From an optimization exercise on the open Yosys and OpenROAD flow, aimed at small area; shortcuts taken in it are not production practice. In this exercise RTL edits were held to simulation tests only and were not proved equivalent to the original. The clock port is modelled as an ideal driver; clocking choices that lean on that would not hold on a real chip. No activity file was given, so power comes from the tool's default toggle rates.

==> flow/design.v <==
module irsony_decoder (
    input  wire        clk,
    input  wire        rst,             
    input  wire        edge_valid,
    input  wire        edge_level,      
    input  wire [31:0] edge_ts,         
    input  wire        op_valid,
    input  wire [35:0] op_word,
    input  wire        line_ok,         
    output reg         resp_valid,
    output wire [49:0] resp,
    output reg         edge_done,
    output reg  [2:0]  edge_outcome
);
    localparam [4:0] GAP = 5'd25;
    reg [4:0]  idx;           
    reg        tiny;
    reg [31:0] half_time;     
    reg [31:0] msg_time;      
    reg        msg_zero;      
    reg [4:0]  err_idx;       
    reg        enabled;
    reg [14:0] rx_begin;      
    reg [9:0]  rx_gap_n;      
    reg        rx_gap_ok;
    reg [11:0] rx_bits;       
    reg        cur_ok;        
    reg [9:0]  cur_gap_n;     
    reg [14:0] cur_len_n;     
    reg [11:0] cur_bits;      
    reg        r_ill, r_del_n, r_err, r_line;
    wire in_gap = (idx == GAP);
    wire odd    = idx[0];             
    wire at0    = (idx == 5'd0);
    wire at24   = (idx == 5'd24);
    wire ev     = edge_valid & enabled;
    wire sel_msg  = in_gap & ~msg_zero;
    wire sel_half = ~in_gap;
    wire [31:0] base = ({32{sel_msg}} & msg_time) | ({32{sel_half}} & half_time);
    wire [31:0] ets_n = ~edge_ts;
    wire [16:0] nd;
    wire [17:0] bc;
    assign bc[0] = 1'b0;
    genvar gi;
    generate for (gi = 0; gi < 17; gi = gi + 1) begin : g_sub
        assign nd[gi]     = base[gi] ^ ets_n[gi] ^ bc[gi];
        assign bc[gi + 1] = (base[gi] & ets_n[gi]) | (bc[gi] & (base[gi] | ets_n[gi]));
    end endgenerate
    wire [16:0] d = ~nd;
    wire [14:0] hx = base[31:17] ^ edge_ts[31:17];
    wire [14:0] ha = base[31:17] & ets_n[31:17];
    wire hz17 = (hx[0] == bc[17]) & (hx[14:1] == ha[13:0]);
    wire hz12 = hz17 & (d[16:12] == 5'd0);
    wire [11:0] dl = d[11:0];
    wire lt300  = hz12 & (dl < 12'd300);
    wire gt900  = ~(hz12 & (dl <= 12'd900));
    wire ge900  = ~(hz12 & (dl < 12'd900));
    wire gt1500 = ~(hz12 & (dl <= 12'd1500));
    wire lt1800 = hz12 & (dl < 12'd1800);
    wire gt3000 = ~(hz12 & (dl <= 12'd3000));
    wire gap_ok = hz17 & (d[16:7] < 10'd587);
    wire level_ok = (edge_level == ~odd);
    reg [2:0] oc;
    always @* begin
        oc = 3'd0;
        if (ev) begin
            if (in_gap) begin
                oc = edge_level ? 3'd0 : 3'd1;
            end else if (!level_ok) begin
                oc = (lt300 & ~tiny) ? 3'd2 : 3'd3;
            end else if (at0) begin
                oc = lt1800 ? 3'd2 : gt3000 ? 3'd3 : 3'd1;
            end else if (odd) begin
                oc = lt300 ? 3'd2 : gt900 ? 3'd3 : 3'd1;
            end else begin
                oc = lt300 ? 3'd2 : gt1500 ? 3'd3 : at24 ? 3'd4 : 3'd1;
            end
        end
    end
    wire o_soft   = (oc == 3'd2);
    wire o_hard   = (oc == 3'd3);
    wire o_commit = (oc == 3'd4);
    wire o_adv    = (oc == 3'd1) | o_commit;
    wire o_begin  = o_adv & in_gap;
    wire o_bit    = o_adv & ~in_gap & ~odd & ~at0;
    wire [11:0] new_bits = {ge900, rx_bits[11:1]};
    wire [14:0] len_n;
    wire [15:0] lc;
    assign lc[0] = 1'b0;
    generate for (gi = 0; gi < 15; gi = gi + 1) begin : g_len
        assign len_n[gi]  = rx_begin[gi] ^ ets_n[gi] ^ lc[gi];
        assign lc[gi + 1] = (rx_begin[gi] & ets_n[gi]) | (lc[gi] & (rx_begin[gi] | ets_n[gi]));
    end endgenerate
    wire cur_ok_e = o_commit ? (rx_gap_ok & (new_bits == cur_bits)) : cur_ok;
    wire [2:0] op = op_word[35:33];
    wire l_zero = (op_word[32:8] == 25'd0);
    wire n_zero = l_zero & (op_word[7:0] == 8'd0);
    wire is_trypop = op_valid && op == 3'd1 && n_zero;
    wire is_init   = op_valid && op == 3'd2 && n_zero;
    wire is_start  = op_valid && op == 3'd3 && l_zero;
    wire is_stop   = op_valid && op == 3'd4 && l_zero;
    wire is_erridx = op_valid && op == 3'd5 && n_zero;
    wire is_legal  = is_trypop | is_init | is_start | is_stop | is_erridx;
    wire clr = rst | is_init;
    always @(posedge clk) begin
        if (clr) begin
            idx  <= GAP;
            tiny <= 1'b0;
        end else if (o_adv) begin
            idx  <= o_begin ? 5'd0 : idx + 5'd1;
            tiny <= 1'b0;
        end else if (o_hard) begin
            idx  <= GAP;
            if (level_ok) tiny <= 1'b0;
        end else if (o_soft) begin
            tiny <= 1'b1;
        end
        if (clr)
            err_idx <= 5'd0;
        else if (o_hard)
            err_idx <= idx;
        if (o_adv)
            half_time <= edge_ts;
        if (o_commit)
            msg_time <= edge_ts;
        if (clr)
            msg_zero <= 1'b1;
        else if (o_commit)
            msg_zero <= 1'b0;
        if (o_begin) begin
            rx_begin  <= edge_ts[14:0];
            rx_gap_n  <= nd[16:7];
            rx_gap_ok <= gap_ok;
        end
        if (o_bit)
            rx_bits <= new_bits;
        if (clr) begin
            cur_ok   <= 1'b0;
            cur_bits <= 12'd0;
        end else begin
            cur_ok <= cur_ok_e & ~is_trypop;
            if (o_commit)
                cur_bits <= new_bits;
        end
        if (o_commit) begin
            cur_gap_n <= rx_gap_n;
            cur_len_n <= len_n;
        end
        if (rst)
            enabled <= 1'b0;
        else if ((is_start | is_stop) & line_ok)
            enabled <= is_start;
        resp_valid   <= op_valid & ~rst;
        r_ill        <= ~is_legal;
        r_del_n      <= ~(is_trypop & cur_ok_e);
        r_err        <= is_erridx;
        r_line       <= (is_start | is_stop) & line_ok;
        edge_done    <= edge_valid & ~rst;
        edge_outcome <= oc;
    end
    wire r_del = ~r_del_n;
    wire [4:0] low5 = ({5{r_del}} & cur_bits[11:7]) | ({5{r_err}} & err_idx);
    assign resp = {r_ill, r_del,
                   6'd0, ~({10{r_del_n}} | cur_gap_n),
                   1'b0, ~({15{r_del_n}} | cur_len_n),
                   1'b0, {7{r_del}} & cur_bits[6:0],
                   3'd0, low5[4:1], low5[0] | r_line};
endmodule
==> flow/config.mk <==
export PLATFORM = sky130hd
export DESIGN_NAME = irsony_decoder
export DESIGN_NICKNAME = irsony_decoder
export VERILOG_FILES = /design/flow/design.v
export SDC_FILE = /design/flow/constraint.sdc
export NUM_CORES = 4
export LEC_CHECK = 0
export CAP_MARGIN = 20
export CORE_MARGIN = 2
export CORE_UTILIZATION = 70
export SLEW_MARGIN = 20
==> flow/constraint.sdc <==
create_clock -name core_clock -period 15.0 [get_ports {clk}]
set_input_delay 3.0000 -clock core_clock [delete_from_list [all_inputs] [get_ports {clk}]]
set_output_delay 3.0000 -clock core_clock [all_outputs]
set_load 0.01 [all_outputs]
standard.sh (not shown) runs the stock make flow with config.mk's settings and CLKGATE_MAP_FILE= SYNTH_SCRIPT=/design/flow/synth_recipe.tcl, a recipe that flattens the netlist after the stock synthesis.
==> flow/flow/run.sh <==
#!/bin/bash
# The standard layout with two changes:
#  - synthesis maps the logic with an area-oriented ABC script (flow/abc_area.script)
#    and leaves full adders to ABC (ADDER_MAP_FILE empty in flow/extra.mk);
#    everything else in synthesis is the standard script (registers unchanged)
#  - the settings in flow/extra.mk are added to the standard flow's config.mk (port buffers of
#    the smallest buffer cell; clock tree options)
set -euo pipefail
W=$(pwd)
# synthesis script: ORFS synth.tcl with the ABC script replaced
python3 - "$FLOW_HOME/scripts/synth.tcl" "$W/synth_area.tcl" "$W/flow/abc_area.script" <<'PY'
import sys
src, dst, abc = sys.argv[1:4]
t = open(src).read()
anchor = "source $::env(SCRIPTS_DIR)/synth_preamble.tcl"
assert anchor in t
t = t.replace(anchor, anchor + "\nset abc_args [lreplace $abc_args 1 1 " + abc + "]\n", 1)
open(dst, "w").write(t)
PY
sed "s#source \$::env(SCRIPTS_DIR)/synth.tcl#source $W/synth_area.tcl#" synth_recipe.tcl > synth_top.tcl
grep -q "synth_area.tcl" synth_top.tcl
cp config.mk config_own.mk
cat flow/extra.mk >> config_own.mk
sed -e "s#SYNTH_SCRIPT=[^ ]*#SYNTH_SCRIPT=$W/synth_top.tcl#" -e "s#DESIGN_CONFIG=[^ ]*#DESIGN_CONFIG=$W/config_own.mk#" standard.sh > standard_own.sh
grep -q "synth_top.tcl" standard_own.sh
bash standard_own.sh > standard_own.log 2>&1
==> flow/flow/abc_area.script <==
&get -n
&st
&deepsyn -T 20
&dch -f
&nf -a -R 1000
&put
==> flow/flow/extra.mk <==
export BUFFER_PORTS_ARGS = -buffer_cell sky130_fd_sc_hd__buf_1
export CTS_ARGS = -sink_clustering_enable -repair_clock_nets -dont_use_dummy_load -buf_list sky130_fd_sc_hd__clkbuf_8
export ADDER_MAP_FILE =
The first run completed without violations.
Next try:
--- a/flow/flow/run.sh
+++ b/flow/flow/run.sh
@@ -7,2 +7,4 @@
 #    the smallest buffer cell; clock tree options)
+#  - after clock tree synthesis, flow/cts_post.tcl upsizes the clock buffers that drive
+#    more than 11 pins
 set -euo pipefail
@@ -23,2 +25,3 @@
 cat flow/extra.mk >> config_own.mk
+echo "export POST_CTS_TCL = $W/flow/cts_post.tcl" >> config_own.mk
 sed -e "s#SYNTH_SCRIPT=[^ ]*#SYNTH_SCRIPT=$W/synth_top.tcl#" -e "s#DESIGN_CONFIG=[^ ]*#DESIGN_CONFIG=$W/config_own.mk#" standard.sh > standard_own.sh
==> flow/flow/cts_post.tcl (new file) <==
set upsized 0
foreach net [get_nets clknet_*] {
  set loads 0
  set drv ""
  foreach pin [get_pins -of_objects $net] {
    if {[get_property $pin direction] eq "output"} {
      set drv [get_property $pin full_name]
    } else {
      incr loads
    }
  }
  if {$drv eq "" || $loads <= 11} { continue }
  set inst [lindex [split $drv /] 0]
  set cell [get_property [get_cells $inst] ref_name]
  if {$cell eq "sky130_fd_sc_hd__clkbuf_4"} {
    replace_cell [get_cells $inst] sky130_fd_sc_hd__clkbuf_8
    incr upsized
    puts "cts_post: $inst ($loads loads) -> clkbuf_8"
  }
}
puts "cts_post: upsized $upsized clock buffers"
if {$upsized > 0} {
  detailed_placement
  check_placement -verbose
  estimate_parasitics -placement
}
==> flow/flow/extra.mk (replaced) <==
export BUFFER_PORTS_ARGS = -buffer_cell sky130_fd_sc_hd__buf_1
export CTS_ARGS = -sink_clustering_enable -repair_clock_nets -dont_use_dummy_load -buf_list sky130_fd_sc_hd__clkbuf_4 -root_buf sky130_fd_sc_hd__clkbuf_16
export ADDER_MAP_FILE =
Effect:
- The changed run went through all stages and came out clean
- power came out lower by 5.0%
- first-iteration DRC count came out higher by 3.9%
- register-to-register slack is better by 60 ps
- design area came out lower by 0.95%
- combinational power hardly moves
- synthesized cell count does not change
- worst setup slack is worse by 8.4 ps
- clock power came out lower by 16%
- non-clock buffer count is unchanged
- sequential cell count does not change

[port drivers added, routing unchanged]
In the flow no input, the clock included, has a driving cell. The finished layouts below were timed again as built, in two steps.
Step 1: set_driving_cell puts a clkbuf_16 on clk and a buf_2 on each other input, an assumption about the parent block.
Step 2 times the ports against the registers' clock, not the clock port: input delays grow and output delays shrink by t, the midpoint of the rising clock arrivals with the driver on.
Slacks: no drivers / after step 1 / after step 2; pairs: no drivers / after step 1.
run | shift t [ns] | setup slack, ns | worst setup path after step 2 | worst slew at a driven data input, ns | cell pins on the clock port's net
the first run | 0.469 | 3.521 / 3.537 / 3.068 | input to register | 0.05 | 1
the second run | 0.399 | 3.513 / 3.534 / 3.134 | input to register | 0.05 | 1
After both steps every run listed still meets setup and hold. The setup slack of the first run, which loses most, moves by +0.016 ns with the drivers and by -0.453 ns with both steps.
